This is an optimization exercise on Yosys and OpenROAD, whose aim is small area, a short achievable clock period and few clock cycles, not a production implementation.
Where RTL was checked, it was by simulation tests only, not by an equivalence proof against the original.
Power is estimated from default activity; no workload was simulated.

// usbpd_msg_engine
module usbpd_msg_engine (
    input  wire         clk,
    input  wire         rst,           
    input  wire         cmd_valid,
    output wire         cmd_ready,
    input  wire [2:0]   cmd_op,
    input  wire [31:0]  cmd_arg,
    input  wire [223:0] cmd_obj,       
    output reg          rsp_valid,
    output reg          rsp_ok,
    output reg  [47:0]  rsp_data,
    output wire [223:0] rsp_obj,       
    output wire         tx_valid,
    input  wire         tx_ready,
    output reg  [7:0]   tx_data,
    input  wire         rx_valid,
    output wire         rx_ready,
    input  wire [7:0]   rx_data
);
    localparam [7:0] TOK_SYNC1   = 8'h12;
    localparam [7:0] TOK_SYNC2   = 8'h13;
    localparam [7:0] TOK_JAMCRC  = 8'hFF;
    localparam [7:0] TOK_EOP     = 8'h14;
    localparam [7:0] TOK_TXOFF   = 8'hFE;
    localparam [7:0] TOK_TXON    = 8'hA1;
    reg         idle;          
    reg         busy;          
    wire        ld = ~busy;    
    reg         bm;            
    reg         bc;            
    reg         is_cap;        
    reg         btx;           
    reg         brx;           
    reg [5:0]   cnt;           
    reg [2:0]   nobj;          
    reg         ft;            
    reg         fr;            
    reg         et;            
    reg         er;            
    reg [223:0] obj;
    assign cmd_ready = idle;
    assign tx_valid  = btx;
    assign rx_ready  = brx;
    assign rsp_obj   = obj;
    wire op_tx  = (cmd_op == 3'd4);
    wire op_rx  = (cmd_op == 3'd5);
    wire op_2c  = (cmd_op[2:1] == 2'b01);
    wire tx_go  = btx & tx_ready;
    wire rx_go  = brx & rx_valid;
    wire done   = (et & tx_ready) | (er & rx_valid);
    wire sh     = (ft & tx_ready) | (fr & rx_valid);
    wire [15:0] packhdr = {1'b0, cmd_arg[7:5], cmd_arg[10:8], cmd_arg[11],
                           cmd_arg[13:12], cmd_arg[14], cmd_arg[4:0]};
    wire [15:0] unpackhdr = {5'd0, cmd_arg[11:9], cmd_arg[14:12], cmd_arg[4:0]};
    wire [47:0] unpackcap_raw = {6'd0, cmd_arg[21:20], cmd_arg[24], cmd_arg[25],
                                 cmd_arg[26], cmd_arg[27], cmd_arg[28], cmd_arg[29],
                                 cmd_arg[31:30], 12'd0, cmd_arg[19:0]};
    wire [47:0] packreq_raw = {6'd0, cmd_arg[29:21], 1'b0, 1'b0, cmd_arg[2:0], 3'b000, 1'b1,
                               19'd0, cmd_arg[20:16]};
    reg [47:0] codec;
    always @(*) begin
  ...
Size in the first run: ~560 I/O pins, ~16000 µm² of cells after synthesis.
export LEC_CHECK = 0
export ABC_AREA = 1
export CAP_MARGIN = 20
export CORE_MARGIN = 2
export CORE_UTILIZATION = 50
export CTS_BUF_LIST = sky130_fd_sc_hd__clkbuf_8
export CTS_CLUSTER_DIAMETER = 60
export CTS_CLUSTER_SIZE = 16
export SLEW_MARGIN = 20
create_clock -name core_clock -period 12.0 [get_ports {clk}]
standard.sh (not shown) runs the stock make flow with config.mk's settings and CLKGATE_MAP_FILE= SYNTH_SCRIPT=/design/flow/synth_recipe.tcl, a recipe that flattens the netlist after the stock synthesis.
==> flow/flow/run.sh <==
#!/bin/bash
export BUFFER_PORTS_ARGS="-buffer_cell sky130_fd_sc_hd__buf_1"
export POST_GLOBAL_PLACE_TCL="$PWD/flow/size_inbufs.tcl"
export SETUP_SLACK_MARGIN=8.2
bash standard.sh > standard.log 2>&1
==> flow/flow/size_inbufs.tcl <==
# Hook run after global placement (POST_GLOBAL_PLACE_TCL): the port buffers
# that buffer_ports inserted are all sky130_fd_sc_hd__buf_1; give the input
# ports whose buffer drives many pins a stronger buffer.
set block [ord::get_db_block]
set n_up 0
foreach bterm [$block getBTerms] {
  if {[$bterm getIoType] != "INPUT"} { continue }
  set net [$bterm getNet]
  if {$net == "NULL"} { continue }
  foreach iterm [$net getITerms] {
    set inst [$iterm getInst]
    set master [[$inst getMaster] getName]
    if {![string match "sky130_fd_sc_hd__buf_1" $master]} { continue }
    foreach it [$inst getITerms] {
      if {![$it isOutputSignal]} { continue }
      set onet [$it getNet]
      if {$onet == "NULL"} { continue }
      set fo [expr {[llength [$onet getITerms]] - 1}]
      set cell ""
      if {$fo >= 4} {
        set cell sky130_fd_sc_hd__buf_4
      } elseif {$fo >= 2} {
        set cell sky130_fd_sc_hd__buf_2
      }
      if {$cell ne ""} {
        replace_cell [$inst getName] $cell
        incr n_up
        puts "size_inbufs: [$bterm getName] fanout $fo -> $cell"
      }
    }
  }
}
puts "size_inbufs: resized $n_up input port buffers"
The baseline completed with no timing, DRC or antenna violations.
Then changed:
--- a/flow/design.v
+++ b/flow/design.v
@@ -186,26 +186,27 @@
                         ({48{w_lo}} & m_lo & d_rx) | ({48{w_hi}} & m_hi & d_rx);
     integer k;
     always @(posedge clk) begin
         for (k = 0; k < 48; k = k + 1)
             if (rd_en[k]) rsp_data[k] <= rd_d[k];
         if (ld) begin
             rsp_ok <= (cmd_op[2:1] != 2'b11);
             is_cap <= ~cmd_op[0];
         end else if (brx & (cnt == 6'd0)) begin
             rsp_ok <= (rx_data[7:5] == 3'b111);
         end
     end
+    reg [223:0] obj_sh;
     integer j;
-    always @(posedge clk) begin
-        if (ld)
-            obj <= cmd_obj;
-        else if (sh) begin
-            for (j = 0; j < 27; j = j + 1)
-                if (brx && (j % 4 == 3) && (nobj == j / 4 + 1))
-                    obj[8*j +: 8] <= rx_data;
-                else
-                    obj[8*j +: 8] <= obj[8*j+8 +: 8];
-            obj[223:216] <= rx_data;
-        end
+    always @(*) begin
+        for (j = 0; j < 27; j = j + 1)
+            if (brx && (j % 4 == 3) && (nobj == j / 4 + 1))
+                obj_sh[8*j +: 8] = rx_data;
+            else
+                obj_sh[8*j +: 8] = obj[8*j+8 +: 8];
+        obj_sh[223:216] = rx_data;
+    end
+    always @(posedge clk) begin
+        if (ld | sh)
+            obj <= (cmd_obj & {224{ld}}) | (obj_sh & {224{sh}});
     end
 endmodule
Effect: The new run ran to the end with no violations. Combinational power falls by 17%. Wire length rises by 1.2%. Non-clock buffer count falls by 7. Count of clock-buffer cells in the layout rises by 1. Die area falls by 3.1%. Fmax falls by 0.46%. Register-to-register slack is worse by 0.06 ns. Clock power falls by 9.2%. Worst hold slack is worse by 0.0040 ns. Power falls by 7.7%. Via count falls by 5.6%. Global-route usage rises by 1.7 points.
No run of this note included a check of the RTL's function; only the layout flow was run.

========
The RTL this note starts from:
==> flow/design.v <==
module usbpd_msg_engine (
    input  wire         clk,
    input  wire         rst,           
    input  wire         cmd_valid,
    output wire         cmd_ready,
    input  wire [2:0]   cmd_op,
    input  wire [31:0]  cmd_arg,
    input  wire [223:0] cmd_obj,       
    output reg          rsp_valid,
    output reg          rsp_ok,
    output reg  [47:0]  rsp_data,
    output wire [223:0] rsp_obj,       
    output wire         tx_valid,
    input  wire         tx_ready,
    output reg  [7:0]   tx_data,
    input  wire         rx_valid,
    output wire         rx_ready,
    input  wire [7:0]   rx_data
);
    localparam [7:0] TOK_SYNC1   = 8'h12;
    localparam [7:0] TOK_SYNC2   = 8'h13;
    localparam [7:0] TOK_JAMCRC  = 8'hFF;
    localparam [7:0] TOK_EOP     = 8'h14;
    localparam [7:0] TOK_TXOFF   = 8'hFE;
    localparam [7:0] TOK_TXON    = 8'hA1;
    reg         idle;          
    reg         busy;          
    wire        ld = ~busy;    
    reg         bm;            
    reg         bc;            
    reg         is_cap;        
    reg         btx;           
    reg         brx;           
    reg [5:0]   cnt;           
    reg [2:0]   nobj;          
    reg         ft;            
    reg         fr;            
    reg         et;            
    reg         er;            
    reg [223:0] obj;
    assign cmd_ready = idle;
    assign tx_valid  = btx;
    assign rx_ready  = brx;
    assign rsp_obj   = obj;
    wire op_tx  = (cmd_op == 3'd4);
    wire op_rx  = (cmd_op == 3'd5);
    wire op_2c  = (cmd_op[2:1] == 2'b01);
    wire tx_go  = btx & tx_ready;
    wire rx_go  = brx & rx_valid;
    wire done   = (et & tx_ready) | (er & rx_valid);
    wire sh     = (ft & tx_ready) | (fr & rx_valid);
    wire [15:0] packhdr = {1'b0, cmd_arg[7:5], cmd_arg[10:8], cmd_arg[11],
                           cmd_arg[13:12], cmd_arg[14], cmd_arg[4:0]};
    wire [15:0] unpackhdr = {5'd0, cmd_arg[11:9], cmd_arg[14:12], cmd_arg[4:0]};
    wire [47:0] unpackcap_raw = {6'd0, cmd_arg[21:20], cmd_arg[24], cmd_arg[25],
                                 cmd_arg[26], cmd_arg[27], cmd_arg[28], cmd_arg[29],
                                 cmd_arg[31:30], 12'd0, cmd_arg[19:0]};
    wire [47:0] packreq_raw = {6'd0, cmd_arg[29:21], 1'b0, 1'b0, cmd_arg[2:0], 3'b000, 1'b1,
                               19'd0, cmd_arg[20:16]};
    reg [47:0] codec;
    always @(*) begin
        case (cmd_op)
        3'd0:    codec = {32'd0, packhdr};
        3'd1:    codec = {32'd0, unpackhdr};
        3'd2:    codec = unpackcap_raw;
        3'd3:    codec = packreq_raw;
        3'd4:    codec = {32'd0, cmd_arg[15:0]};    
        default: codec = 48'd0;
        endcase
    end
    wire [12:0] m5_a    = {rsp_data[12:10] & {3{~bm}}, rsp_data[9:0]};
    wire [14:0] m5      = {m5_a, 2'b00} + m5_a;
    wire [12:0] cap_t   = {rsp_data[19:10], 2'b00} + rsp_data[19:10];
    wire [15:0] cap_x10 = {m5, 1'b0};
    wire [8:0]  req_v   = {rsp_data[41:38], bm ? rsp_data[37:33] : rsp_data[4:0]};
    wire [5:0]  req_q   = req_v / 9'd10;
    wire [3:0]  req_r   = req_v % 9'd10;
    wire [9:0]  req_raw = {rsp_data[14:10], req_q[4:0]};
    wire [5:0] cn  = cnt + 6'd1;
    wire [5:0] n4  = {1'b0, nobj, 2'b00};
    always @(posedge clk) begin
        if (rst) begin
            idle      <= 1'b1;
            busy      <= 1'b0;
            bm        <= 1'b0;
            bc        <= 1'b0;
            btx       <= 1'b0;
            brx       <= 1'b0;
            rsp_valid <= 1'b0;
        end else begin
            rsp_valid <= (idle & cmd_valid & ~op_tx & ~op_rx & ~op_2c) | bc | done;
            if (idle) begin
                if (cmd_valid & (op_tx | op_rx | op_2c)) begin
                    idle <= 1'b0;
                    busy <= 1'b1;
                end
                bm  <= cmd_valid & op_2c;
                bc  <= 1'b0;
                btx <= cmd_valid & op_tx;
                brx <= cmd_valid & op_rx;
            end else if (bm) begin
                bm   <= 1'b0;
                bc   <= 1'b1;
            end else if (bc | done) begin
                idle <= 1'b1;
                busy <= 1'b0;
                bc   <= 1'b0;
                btx  <= 1'b0;
                brx  <= 1'b0;
            end
        end
    end
    always @(posedge clk) begin
        if (ld | rst) begin
            cnt  <= 6'd0;
            nobj <= cmd_arg[18:16];
            ft   <= 1'b0;
            fr   <= 1'b0;
            et   <= 1'b0;
            er   <= 1'b0;
        end else if (tx_go) begin
            cnt <= cn;
            ft  <= (cn >= 6'd6) && (cn <= 6'd5 + n4);
            et  <= (cn == 6'd10 + n4);
        end else if (rx_go) begin
            cnt <= cn;
            if (cnt == 6'd2) begin
                nobj <= rx_data[6:4];
                fr   <= (rx_data[6:4] != 3'd0);
            end else begin
                fr   <= (cn >= 6'd3) && (cn < 6'd3 + n4);
            end
            er <= (cnt == 6'd1) ? ~rsp_ok : ((cnt >= 6'd3) && (cn == 6'd6 + n4));
        end
    end
    always @(posedge clk) begin
        if (ld)
            tx_data <= TOK_SYNC1;
        else if (tx_go) begin
            if (cn <= 6'd2)
                tx_data <= TOK_SYNC1;
            else if (cn == 6'd3)
                tx_data <= TOK_SYNC2;
            else if (cn == 6'd4)
                tx_data <= {3'b100, nobj, 2'b10};
            else if (cn == 6'd5)
                tx_data <= rsp_data[7:0];
            else if (cn == 6'd6)
                tx_data <= rsp_data[15:8];
            else if (ft)
                tx_data <= obj[7:0];
            else if (cn == 6'd7 + n4)
                tx_data <= TOK_JAMCRC;
            else if (cn == 6'd8 + n4)
                tx_data <= TOK_EOP;
            else if (cn == 6'd9 + n4)
                tx_data <= TOK_TXOFF;
            else
                tx_data <= TOK_TXON;
        end
    end
    always @(posedge clk) begin
        if (bm) begin
            if (is_cap) begin
                rsp_data[31:16] <= cap_x10;
                rsp_data[12:0]  <= cap_t;
            end else begin
                rsp_data[41:38] <= req_r;
                rsp_data[15:10] <= req_q;
            end
        end else if (bc) begin
            if (is_cap) begin
                rsp_data[15:0]  <= cap_x10;
            end else begin
                rsp_data[41:32] <= 10'd0;
                rsp_data[23:0]  <= {4'd0, req_raw[9:0], req_raw[9:0]};
            end
        end else if (ld) begin
            rsp_ok   <= (cmd_op[2:1] != 2'b11);
            rsp_data <= codec;
            is_cap   <= ~cmd_op[0];
        end else if (tx_go) begin
            if (cn == 6'd6) rsp_data[15:0] <= 16'd0;    
        end else if (rx_go) begin
            if (cnt == 6'd0) rsp_ok <= (rx_data[7:5] == 3'b111);
            if (cnt == 6'd1 && rsp_ok) rsp_data[7:0]  <= rx_data;
            if (cnt == 6'd2 && rsp_ok) rsp_data[15:8] <= rx_data;
        end
    end
    integer j;
    always @(posedge clk) begin
        if (ld)
            obj <= cmd_obj;
        else if (sh) begin
            for (j = 0; j < 27; j = j + 1)
                if (brx && (j % 4 == 3) && (nobj == j / 4 + 1))
                    obj[8*j +: 8] <= rx_data;
                else
                    obj[8*j +: 8] <= obj[8*j+8 +: 8];
            obj[223:216] <= rx_data;
        end
    end
endmodule
==> flow/config.mk <==
export PLATFORM = sky130hd
export DESIGN_NAME = usbpd_msg_engine
export DESIGN_NICKNAME = usbpd_msg_engine
export VERILOG_FILES = /design/flow/design.v
export SDC_FILE = /design/flow/constraint.sdc
export NUM_CORES = 4
export LEC_CHECK = 0
export ABC_AREA = 1
export CAP_MARGIN = 20
export CORE_MARGIN = 2
export CORE_UTILIZATION = 50
export CTS_BUF_LIST = sky130_fd_sc_hd__clkbuf_8
export CTS_CLUSTER_DIAMETER = 60
export CTS_CLUSTER_SIZE = 16
export SLEW_MARGIN = 20
==> flow/constraint.sdc <==
create_clock -name core_clock -period 12.0 [get_ports {clk}]
set_input_delay 2.4000 -clock core_clock [delete_from_list [all_inputs] [get_ports {clk}]]
set_output_delay 2.4000 -clock core_clock [all_outputs]
set_load 0.01 [all_outputs]
Scripts as last shown in full above: flow/flow/run.sh, flow/flow/size_inbufs.tcl
Testbench counts at the start, summed over its fixed seeds: cycles 73,000.
==> next run, changes <==
--- a/flow/design.v
+++ b/flow/design.v
@@ -180,7 +180,7 @@
             rsp_data <= codec;
             is_cap   <= ~cmd_op[0];
-        end else if (tx_go) begin
-            if (cn == 6'd6) rsp_data[15:0] <= 16'd0;    
-        end else if (rx_go) begin
+        end else if (btx) begin
+            if (cnt >= 6'd6) rsp_data[15:0] <= 16'd0;
+        end else if (brx) begin
             if (cnt == 6'd0) rsp_ok <= (rx_data[7:5] == 3'b111);
             if (cnt == 6'd1 && rsp_ok) rsp_data[7:0]  <= rx_data;
Die area came out higher slightly.
Maximum frequency came out higher slightly.
Combinational power came out lower by a little under a tenth.
Setup slack gets better by 58 ps.
Utilization came out lower by 0.46 points.
Via count came out lower by a few percent.
Testbench counts after the change, summed over its fixed seeds: cycles 73,000.

========
main:
Starts from the design.v that is shown in full above.
clock: 12.0 ns
lec_check: 0
cap_margin: 20
core_margin: 2
core_utilization: 50
cts_buf_list: sky130_fd_sc_hd__clkbuf_8
cts_cluster_diameter: 60
cts_cluster_size: 16
slew_margin: 20
==> flow/flow/run.sh <==
#!/bin/bash
export BUFFER_PORTS_ARGS="-buffer_cell sky130_fd_sc_hd__buf_1"
export SETUP_SLACK_MARGIN=8.2
bash standard.sh > standard.log 2>&1
Testbench counts of main, summed over its fixed seeds: cycles 73,000.
The following lists how the feature branch was set up differently from main:
--- a/flow/design.v
+++ b/flow/design.v
@@ -158,11 +158,15 @@
             else
                 tx_data <= TOK_TXON;
         end
     end
     always @(posedge clk) begin
-        if (bm) begin
+        if (ld) begin
+            rsp_ok   <= (cmd_op[2:1] != 2'b11);
+            rsp_data <= codec;
+            is_cap   <= ~cmd_op[0];
+        end else if (bm) begin
             if (is_cap) begin
                 rsp_data[31:16] <= cap_x10;
                 rsp_data[12:0]  <= cap_t;
             end else begin
                 rsp_data[41:38] <= req_r;
@@ -173,14 +177,10 @@
                 rsp_data[15:0]  <= cap_x10;
             end else begin
                 rsp_data[41:32] <= 10'd0;
                 rsp_data[23:0]  <= {4'd0, req_raw[9:0], req_raw[9:0]};
             end
-        end else if (ld) begin
-            rsp_ok   <= (cmd_op[2:1] != 2'b11);
-            rsp_data <= codec;
-            is_cap   <= ~cmd_op[0];
         end else if (tx_go) begin
             if (cn == 6'd6) rsp_data[15:0] <= 16'd0;    
         end else if (rx_go) begin
             if (cnt == 6'd0) rsp_ok <= (rx_data[7:5] == 3'b111);
             if (cnt == 6'd1 && rsp_ok) rsp_data[7:0]  <= rx_data;
The feature branch: global-route wire length before repair higher than main
Die: the feature branch smaller than main
NOTE: layout overhead on the synthesized area in the feature branch exceeds that of main
Compared to main, the routing of the feature branch uses more wire.
main has a lower global-route met3 utilization than the feature branch.
The feature branch vs main on setup slack of the critical path after layout: the feature branch is the lower one.
Per the comparison of the feature branch with main, design area shows an increase of about 1.8%, number of gates on the worst path with buffers counted shows an increase of 15.
Only the layout flow was run in the feature branch; the RTL was not checked for function there.

[what the ideal ports hide]
How much do the figures lean on ideal ports? The routed layouts below were timed once more, with nothing changed but the port constraints.
Step 1 assumes that a clkbuf_16 drives the clock port and a buf_2 every other input.
Step 2 adds t to the input delays and takes it off the output delays; t is the mean of the earliest and latest rising clock arrival at the registers after step 1. Input paths then give back, and output paths get back, about the clock's delay inside the block.
Slacks: ideal ports / drivers / drivers and shift; pairs: ideal ports / drivers.
run | t, ns | slack for setup (ns) | hold slack, ns | latest minus earliest clock arrival (ns)
the first run of note 1 | 0.683 | 8.216 / 8.167 / 7.664 | 0.473 / 0.473 / 0.473 | 0.028 / 0.027
the second run of note 1 | 0.659 | 8.198 / 8.149 / 7.741 | 0.469 / 0.469 / 0.469 | 0.034 / 0.034
the first run of note 2 | 0.649 | 8.184 / 8.135 / 7.685 | 0.484 / 0.484 / 0.484 | 0.042 / 0.042
the second run of note 2 | 0.674 | 8.242 / 8.192 / 7.613 | 0.466 / 0.466 / 0.466 | 0.037 / 0.037
main | 0.651 | 8.225 / 8.175 / 7.581 | 0.477 / 0.477 / 0.477 | 0.025 / 0.025
the feature branch | 0.663 | 7.765 / 7.765 / 7.459 | 0.465 / 0.465 / 0.465 | 0.022 / 0.023
After both steps every run listed still meets setup and hold. For main, which loses most, drivers alone change the setup slack by -0.050 ns; drivers and shift together by -0.644 ns.
